This design comes from an exercise in tuning for small area, a short achievable clock period and few clock cycles per item on the open sky130 flow, not from production work.
Only simulation tests tie the RTL to the original design; equivalence was not proved.
No activity file was given, so power comes from the tool's default toggle rates.

== exp/xenon ==
// erf_decoder
module erf_decoder (
    input  wire         clk,
    input  wire         rst,
    input  wire         in_valid,
    output wire         in_ready,
    input  wire         in_vreset,
    input  wire         in_en,
    input  wire [119:0] in_pkt,
    output reg          out_valid,
    input  wire         out_ready,
    output wire         out_trigger,
    output wire [4:0]   out_err,
    output reg  [39:0]  out_ts,
    output reg  [1:0]   out_seq,
    output reg  [7:0]   out_sync,
    output reg  [15:0]  out_crc_rx,
    output wire [15:0]  out_crc_calc,
    output reg  [31:0]  out_flags_lo,
    output reg  [5:0]   out_flags_hi,
    output reg  [2:0]   out_grp_r,
    output reg  [2:0]   out_grp_s,
    output reg  [3:0]   out_pkt_err,
    output reg          out_mode,
    output reg  [4:0]   out_aux
);
    wire [15:0]  synd_in;
    wire cx0 = in_pkt[64] ^ in_pkt[92];
    wire cx1 = in_pkt[20] ^ in_pkt[91];
    wire cx2 = in_pkt[35] ^ in_pkt[113];
    wire cx3 = in_pkt[57] ^ in_pkt[118];
    wire cx4 = in_pkt[106] ^ in_pkt[119];
    wire cx5 = in_pkt[44] ^ in_pkt[63];
    wire cx6 = in_pkt[89] ^ in_pkt[111];
    wire cx7 = in_pkt[86] ^ in_pkt[112];
    wire cx8 = in_pkt[43] ^ cx5;
    wire cx9 = in_pkt[88] ^ in_pkt[94];
    wire cx10 = in_pkt[71] ^ cx4;
    wire cx11 = in_pkt[85] ^ cx0;
    wire cx12 = in_pkt[25] ^ in_pkt[105];
    wire cx13 = in_pkt[45] ^ in_pkt[65];
    wire cx14 = in_pkt[23] ^ in_pkt[29];
    wire cx15 = in_pkt[72] ^ cx1;
    wire cx16 = in_pkt[66] ^ in_pkt[87];
    wire cx17 = in_pkt[33] ^ in_pkt[61];
    wire cx18 = in_pkt[16] ^ in_pkt[62];
    wire cx19 = in_pkt[26] ^ in_pkt[27];
    wire cx20 = in_pkt[24] ^ in_pkt[30];
    wire cx21 = in_pkt[19] ^ in_pkt[90];
    wire cx22 = in_pkt[32] ^ in_pkt[107];
    wire cx23 = in_pkt[22] ^ in_pkt[28];
  ...
export LEC_CHECK = 0
export CAP_MARGIN = 20
export CORE_MARGIN = 2
export CORE_UTILIZATION = 65
export CTS_BUF_LIST = sky130_fd_sc_hd__clkbuf_8
export PLACE_DENSITY = 0.7
export SETUP_SLACK_MARGIN = 2.75
export SLEW_MARGIN = 20
create_clock -name core_clock -period 6.0 [get_ports {clk}]
standard.sh (not shown) runs the stock make flow with config.mk's settings and CLKGATE_MAP_FILE= SYNTH_SCRIPT=/design/flow/synth_recipe.tcl, a recipe that flattens the netlist after the stock synthesis.
==> flow/flow/run.sh <==
#!/bin/bash
# ORFS layout with these changes:
#  - synthesis maps the logic with flow/map.abc (structural choices and
#    area-recovering mapping, keeping the XOR network of the RTL) instead of
#    ORFS's delay-first ABC script; everything else in synthesis, including
#    the flip-flop mapping, is synth_recipe.tcl unchanged;
#  - the port buffers are buf_1 cells (buffer_ports otherwise picks
#    clkdlybuf4s50_1 delay cells).
set -euo pipefail
W=$(pwd)
{
  echo "proc abc {args} { set i [lsearch \$args -script]; if {\$i >= 0} { lset args [expr {\$i+1}] $W/flow/map.abc }; yosys abc {*}\$args }"
  cat synth_recipe.tcl
} > flow_synth.tcl
sed "s#SYNTH_SCRIPT=[^ ]*#SYNTH_SCRIPT=$W/flow_synth.tcl#" standard.sh > flow_standard.sh
grep -q "SYNTH_SCRIPT=$W/flow_synth.tcl" flow_standard.sh
export BUFFER_PORTS_ARGS="-buffer_cell sky130_fd_sc_hd__buf_1"
bash flow_standard.sh > standard.log 2>&1
==> flow/flow/map.abc <==
&get -n
&st
&dch
&nf
&put
Testbench counts of exp/xenon, summed over its fixed seeds: cycles 2,408, items 2,365.
[inputs] exp/quartz vs exp/xenon
- a change of CORE_UTILIZATION from 65 to 60
==> results.txt <==
exp/quartz vs exp/xenon, worst path buffer plus inverter count went down by 2. exp/quartz ended with less growth of design area from synthesis to finish than exp/xenon. On final-layout worst hold slack, the higher figure sits with exp/xenon, not exp/quartz. Between exp/xenon and exp/quartz, the final-layout clock-cell area share does not differ in any meaningful way. exp/xenon and exp/quartz ended up with roughly the same sequential share of layout area. Compared with exp/xenon, exp/quartz shows a higher routed length on met1. Summary — total number of vias, exp/quartz relative to exp/xenon: lower, by about 2.8%. Per the comparison of exp/quartz with exp/xenon, relative contribution of the clock network to total power went up 0.4 points; slack of the worst reg-to-reg path climbed 0.19 ns; final standard cell area without fillers down 41 um^2; minimum period implied by the final worst setup slack went down.
Input-level comparison between exp/onyx and exp/quartz:
- a change of SETUP_SLACK_MARGIN from 2.75 to 2.4
==> comparison <==
- Area of all placed cells without fillers on exp/onyx is down relative to exp/quartz.
- The run showing the greater critical path depth is exp/quartz.
- Cell total after placement delta (exp/quartz -> exp/onyx): insignificant
- exp/onyx ends up with lower total power than exp/quartz does.
- exp/onyx vs. exp/quartz: number of filler cells placed in the layout rose by about 7%, cell area power density rose by 8.8 nW/um^2, proportion of power drawn by the clock network stayed essentially flat, largest fanout on the critical path rose by 4.
Relative to exp/onyx, the following input files were edited for exp/garnet:
- swapping 2.4 for 2.75 in SETUP_SLACK_MARGIN
- putting GPL_ROUTABILITY_DRIVEN at 0 where nothing was set
[summary]
Comparing exp/garnet against exp/onyx, there is no change at all in die span in x.
In the metrics for exp/onyx and exp/garnet, the one carrying the lower area added between synthesis and finish is exp/onyx.
On final design instance area without fill, the lower figure sits with exp/onyx, not exp/garnet.
Compared exp/onyx against exp/garnet; sum of internal, switching and leakage power within noise.
Input changes introduced in exp/raven (baseline for comparison: exp/garnet):
- CORE_UTILIZATION changed from 60 to 52
- GPL_ROUTABILITY_DRIVEN removed (was 0)
Notes after the runs:
Diff exp/garnet..exp/raven | register-to-register setup slack | negligible
Diff exp/garnet..exp/raven | worst setup slack | negligible
The lower overall routing resource usage came out of exp/raven.
[exp/raven] total number of cells along the worst setup path rose 1 relative to exp/garnet
Compared with exp/garnet, clock group power in exp/raven increased by a little under 10%.
In exp/raven, area taken by multi-input logic gates is higher than in exp/garnet.

static timing again, ports no longer ideal:
The flow's constraints put no driver on any port. The routed layouts listed below were extracted and timed again, unchanged, in two steps. Step 1, drivers: a clkbuf_16 drives clk and a buf_2 each remaining input, both assumed. Step 2 adds t to the input delays and takes it off the output delays; t is the mean of the earliest and latest rising clock arrival at the registers after step 1. Input paths then give back, and output paths get back, about the clock's delay inside the block. Slacks: ideal / step 1 / step 2; pairs: ideal / step 1.
run | t (ns) | setup slack, ns | worst setup path at the end | slew at the worst register clock pin (ns) | cell pins on the clock port's net
exp/xenon | 0.524 | 2.709 / 2.709 / 2.283 | input to register | 0.11 / 0.11 | 1
exp/quartz | 0.532 | 2.822 / 2.834 / 2.312 | input to register | 0.12 / 0.12 | 1
exp/onyx | 0.532 | 2.418 / 2.440 / 1.908 | input to register | 0.12 / 0.12 | 1
exp/garnet | 0.516 | 2.765 / 2.784 / 2.268 | input to register | 0.11 / 0.11 | 1
exp/raven | 0.516 | 2.762 / 2.776 / 2.260 | input to register | 0.12 / 0.12 | 1
After both steps every run listed still meets setup and hold.
